This is an optimization exercise on Yosys and OpenROAD, whose aim is small area, a short achievable clock period and few clock cycles, not a production implementation.
The RTL was checked by simulation tests, not by an equivalence proof against the original design.
No activity file was given, so power comes from the tool's default toggle rates. The clock port is modelled as an ideal driver; clocking choices that lean on that would not hold on a real chip.

// kiri_tx_encoder
module kiri_tx_encoder (
    input  wire       clk,
    input  wire       rst,           
    input  wire       start,
    output wire       start_ready,
    input  wire [7:0] dst,
    input  wire [7:0] src,
    input  wire [8:0] len,           
    input  wire       in_valid,
    output wire       in_ready,
    input  wire [7:0] in_data,
    output wire       out_valid,
    input  wire       out_ready,
    output wire [7:0] out_data
);
Size in the first run: ~3400 cells after synthesis, roughly 2400 flip-flops, about 49 I/O pins.
Settings: LEC_CHECK=0, CAP_MARGIN=20, CORE_MARGIN=2, CORE_UTILIZATION=60, PLACE_DENSITY=0.7, SLEW_MARGIN=20; clock period 12.0 ns.
standard.sh (not shown) runs the stock make flow with config.mk's settings and CLKGATE_MAP_FILE= SYNTH_SCRIPT=/design/flow/synth_recipe.tcl, a recipe that flattens the netlist after the stock synthesis.
==> flow/flow/run.sh <==
#!/bin/bash
# Own layout flow: the standard ORFS flow (standard.sh), with the standard
# synthesis run unchanged, then the layout steps run with our own port-buffer
# cell, clock-tree settings and a tighter setup target for timing repair.
# After global placement and resizing, each output port's buffer and the
# flip-flop that alone drives it are moved next to the port's pin
# (move_io.tcl); detailed placement then legalizes them.
# Each tool run's full output goes to its own log file in the work folder.
set -euo pipefail
cd "$(dirname "$0")/.."
export RES="$(pwd)/orfs/results/${FLOW_PLATFORM:-sky130hd}/kiri_tx_encoder/base"

KNOBS=(
  "BUFFER_PORTS_ARGS=-buffer_cell sky130_fd_sc_hd__buf_2"
  "CTS_ARGS=-sink_clustering_enable -repair_clock_nets -sink_clustering_size 32 -sink_clustering_max_diameter 80 -dont_use_dummy_load -buf_list sky130_fd_sc_hd__clkbuf_16"
  "SETUP_SLACK_MARGIN=8.5"
)

bash standard.sh synth > make_synth.log 2>&1
bash standard.sh "${KNOBS[@]}" 3_4_place_resized > make_place.log 2>&1
openroad -no_init -exit flow/move_io.tcl > move_io.log 2>&1
bash standard.sh "${KNOBS[@]}" finish > make_layout.log 2>&1
Other scripts of this flow, unchanged in this note and not shown: flow/flow/move_io.tcl
The baseline completed without violations.
Testbench counts at the start, summed over its fixed seeds: cycles 24,986.
==> next run, changes <==
--- a/flow/design.v
+++ b/flow/design.v
@@ -241,16 +241,16 @@
                 emp  <= 1'b0;
                 full <= !emp && (hoff == 8'd1);
             end else if (rd && !ins) begin
                 emp  <= (toff == 8'd1);
                 full <= 1'b0;
             end
-            ov <= adv ? (sv || rd) : !ov_n;
             if (adv) begin
+                ov   <= sv || rd;
                 ov_n <= !(sv || rd);
-                sv   <= 1'b0;
+                sv <= 1'b0;
             end else if (rd) begin
                 sv <= 1'b1;
             end
             q      <= q_n;
             owe    <= owe_n;
             hc     <= hc_n;
Result: Sequential share of layout area barely changes; utilization stays flat; hold slack improves by 0.017 ns; area after synthesis barely changes; routed wire length goes up by 0.32%; critical path depth is unchanged; via count barely changes.
Testbench counts after the change, summed over its fixed seeds: cycles 24,986.

## MS
kiri_tx_encoder, a different RTL version from the one above (not shown whole).
Size: roughly 3400 cells after synthesis, about 2400 flip-flops, ~49 I/O pins.
export LEC_CHECK = 0
export CAP_MARGIN = 20
export CORE_MARGIN = 2
export CORE_UTILIZATION = 60
export PLACE_DENSITY = 0.7
export SLEW_MARGIN = 20
create_clock -name core_clock -period 12.0 [get_ports {clk}]
==> flow/flow/run.sh <==
#!/bin/bash
# Own layout flow: the standard ORFS flow (standard.sh), with the standard
# synthesis run unchanged, then the layout steps run with our own port-buffer
# cell, clock-tree settings and a tighter setup target for timing repair.
# Each make run's full output goes to its own log file in the work folder.
set -euo pipefail
cd "$(dirname "$0")/.."

bash standard.sh synth > make_synth.log 2>&1

bash standard.sh \
  "BUFFER_PORTS_ARGS=-buffer_cell sky130_fd_sc_hd__buf_2" \
  "CTS_ARGS=-sink_clustering_enable -repair_clock_nets -sink_clustering_size 32 -sink_clustering_max_diameter 80 -dont_use_dummy_load -buf_list sky130_fd_sc_hd__clkbuf_16" \
  "SETUP_SLACK_MARGIN=8.5" \
  finish > make_layout.log 2>&1
Testbench counts of MS, summed over its fixed seeds: cycles 24,986.
diff inputs: MS => PW
--- a/flow/design.v
+++ b/flow/design.v
@@ -107,89 +107,98 @@
     reg  [7:0] od;                   
     reg  [7:0] od_n;                 
     reg        sv;                   
     reg  [7:0] sd;
     wire rd       = h_at0 && !emp && !sv && !(s0[8] && !s0[0] && o_at0);
     wire adv      = !ov || out_ready;    
     wire [7:0] rd_byte = !s0[8] ? s0[7:0] : (s0[0] ? 8'h00 : code);
     assign out_valid = ov;
     assign out_data  = od;
     reg  [2:0] q;                    
+    reg        pend_n;               
+    reg  [7:0] dst_r;
+    reg  [7:0] src_r;
     reg  [8:0] owe;                  
     reg  [15:0] crc;
     reg  [7:0] run;                  
     reg        split;                
     reg  [1:0] hc;                   
-    reg  [7:0] h0, h1;               
+    reg  [7:0] h0, h1;
     reg        in_rdy;
     reg        srdy;
     assign start_ready = srdy;
     assign in_ready    = in_rdy;
-    wire req  = start && srdy;
     wire take = in_valid && in_rdy;
-    wire fifo_q = (q == Q_DST || q == Q_SRC || q == Q_PAY);
     reg        have;                 
     reg  [7:0] raw;                  
     always @* begin
         have = 1'b1;
-        raw  = h0;
+        raw  = 8'h00;
         case (q)
-            Q_IDLE:  have = (hc != 2'd0);
-            Q_DST, Q_SRC, Q_PAY:
-                     have = (hc != 2'd0);
+            Q_IDLE:  have = !pend_n;
+            Q_DST:   raw  = dst_r;
+            Q_SRC:   raw  = src_r;
+            Q_PAY:   begin have = (hc != 2'd0); raw = h0; end
             Q_CRCH:  raw  = crc[15:8];
             Q_CRCL:  raw  = crc[7:0];
-            default: raw  = h0;
+            default: raw  = 8'h00;
         endcase
         if (split) have = 1'b1;
     end
     wire tail_here = t_at0 && (!full || rd);
     wire ins       = tail_here && have;
-    wire is_raw    = !split && (fifo_q || q == Q_CRCH || q == Q_CRCL);
+    wire is_raw    = !split && (q == Q_DST || q == Q_SRC || q == Q_PAY ||
+                                q == Q_CRCH || q == Q_CRCL);
     wire raw_zero  = (raw == 8'h00);
     wire       n_bound = !(is_raw && !raw_zero);            
     wire       n_delim = !split && (q == Q_DELIM);
     wire       n_open  = n_bound && !n_delim;               
     wire [8:0] n_slot  = n_bound ? {1'b1, 7'd0, n_delim} : {1'b0, raw};
-    wire pop = ins && !split && fifo_q;
-    wire [1:0] hc_n = req ? 2'd2 : hc + {1'b0, take} - {1'b0, pop};
-    wire [8:0] owe_n = take ? owe - 9'd1 : (req ? len : owe);
+    wire pop = ins && !split && (q == Q_PAY);
+    wire [1:0] hc_n = hc + {1'b0, take} - {1'b0, pop};
+    wire [8:0] owe_n = take ? owe - 9'd1 : ((start && srdy) ? len : owe);
     wire split_n = ins ? (!n_bound && !split && (run == 8'd253)) : split;
     wire n_close = ins && (n_bound || split_n);          
     reg  [2:0] q_n;
+    reg        pend_n_n;
     always @* begin
-        q_n = q;
+        q_n      = q;
+        pend_n_n = pend_n && !(start && srdy);
         if (ins && !split) begin
             case (q)
                 Q_IDLE:  q_n = Q_DST;
                 Q_DST:   q_n = Q_SRC;
-                Q_SRC, Q_PAY:
-                         q_n = (owe == 9'd0 && hc == 2'd1) ? Q_CRCH : Q_PAY;
+                Q_SRC:   begin
+                             q_n      = (owe == 9'd0 && hc == 2'd0) ? Q_CRCH : Q_PAY;
+                             pend_n_n = 1'b1;
+                         end
+                Q_PAY:   if (owe == 9'd0 && hc == 2'd1) q_n = Q_CRCH;
                 Q_CRCH:  q_n = Q_CRCL;
                 Q_CRCL:  q_n = Q_DELIM;
                 default: q_n = Q_IDLE;
             endcase
         end
     end
     always @(posedge clk) begin
         ring <= {ins ? n_slot : s0, ring[9*255-1:9]};
     end
     always @(posedge clk) begin
-        if (req) begin
-            h0 <= dst;
-            h1 <= src;
-        end else if (pop) begin
+        if (pop) begin
             h0 <= (hc == 2'd2) ? h1 : in_data;
             if (hc == 2'd2) h1 <= in_data;
         end else if (take) begin
             if (hc == 2'd0) h0 <= in_data;
             else            h1 <= in_data;
+        end
+        if (start && srdy) begin
+            dst_r <= dst;
+            src_r <= src;
         end
         if (ins && !split) begin
             if (q == Q_DST)
                 crc <= crc16_byte(16'hFFFF, raw);
             else if (q == Q_SRC || q == Q_PAY)
                 crc <= crc16_byte(crc, raw);
         end
         od <= adv ? (sv ? sd : rd_byte) : ~od_n;
         if (adv) od_n <= ~(sv ? sd : rd_byte);
         if (rd && !adv) sd <= rd_byte;
@@ -201,20 +210,21 @@
             ooff   <= 8'd0;
             open   <= 1'b0;
             emp    <= 1'b1;
             full   <= 1'b0;
             h_at0  <= 1'b1;
             t_at0  <= 1'b1;
             o_at0  <= 1'b0;
             ov     <= 1'b0;
             sv     <= 1'b0;
             q      <= Q_IDLE;
+            pend_n <= 1'b1;
             owe    <= 9'd0;
             run    <= 8'd0;
             split  <= 1'b0;
             hc     <= 2'd0;
             in_rdy <= 1'b0;
             srdy   <= 1'b1;
         end else begin
             hoff  <= emp ? (ins ? 8'd254 : 8'd0) :
                      rd ? 8'd0 : (h_at0 ? 8'd254 : hoff - 8'd1);
             h_at0 <= emp ? !ins : (rd || hoff == 8'd1);
@@ -230,20 +240,21 @@
             end else if (rd && !ins) begin
                 emp  <= (toff == 8'd1);
                 full <= 1'b0;
             end
             if (adv) begin
                 ov <= sv || rd;
                 sv <= 1'b0;
             end else if (rd) begin
                 sv <= 1'b1;
             end
+            pend_n <= pend_n_n;
             q      <= q_n;
             owe    <= owe_n;
             hc     <= hc_n;
             split  <= split_n;
             if (ins) run <= (n_bound || split) ? 8'd0 : run + 8'd1;
             in_rdy <= (owe_n != 9'd0) && (hc_n != 2'd2);
-            srdy   <= (hc_n == 2'd0) && !(q_n == Q_DST || q_n == Q_SRC || q_n == Q_PAY);
+            srdy   <= pend_n_n && (q_n != Q_PAY);
         end
     end
 endmodule
==> run summary <==
For part of the power in the clock network, MS and PW come out practically identical.
Sequential cell area share in PW is 0.23 points below MS.
Worst setup timing slack at the placement stage ends up higher on MS.
Cell area was higher in PW than in MS.
The run showing the smaller share of the final layout cell area in multi-input gates is MS.
On PW: total wire length after detailed routing is 1400 um higher than what MS gave.
Summary of PW over MS: minimum hold slack up 0.0035 ns, post-route worst setup slack down 0.0087 ns, core occupancy in the finished layout flat, number of clock sinks up about 0.7%, synthesized-area fraction occupied by xor and xnor cells flat.
Testbench counts of PW, summed over its fixed seeds: cycles 24,986.

## what the ideal ports hide
How much do the figures lean on ideal ports? The routed layouts below were timed once more, with nothing changed but the port constraints. Step 1, drivers: a clkbuf_16 drives clk and a buf_2 each remaining input, both assumed. Step 2 adds t to the input delays and takes it off the output delays; t is the mean of the earliest and latest rising clock arrival at the registers after step 1. Input paths then give back, and output paths get back, about the clock's delay inside the block. Slacks: no drivers / after step 1 / after step 2; pairs: no drivers / after step 1.
run | shift t [ns] | setup slack, ns | worst setup path after step 2
the first run of note 1 | 0.710 | 8.488 / 8.421 / 8.001 | input to register
the second run of note 1 | 0.719 | 8.475 / 8.414 / 7.868 | input to register
MS | 0.705 | 8.422 / 8.359 / 7.961 | input to register
PW | 0.714 | 8.413 / 8.350 / 7.891 | input to register
After both steps setup and hold are still met in every run listed. The setup slack of the second run of note 1, which loses most, moves by -0.061 ns with the drivers and by -0.607 ns with both steps.
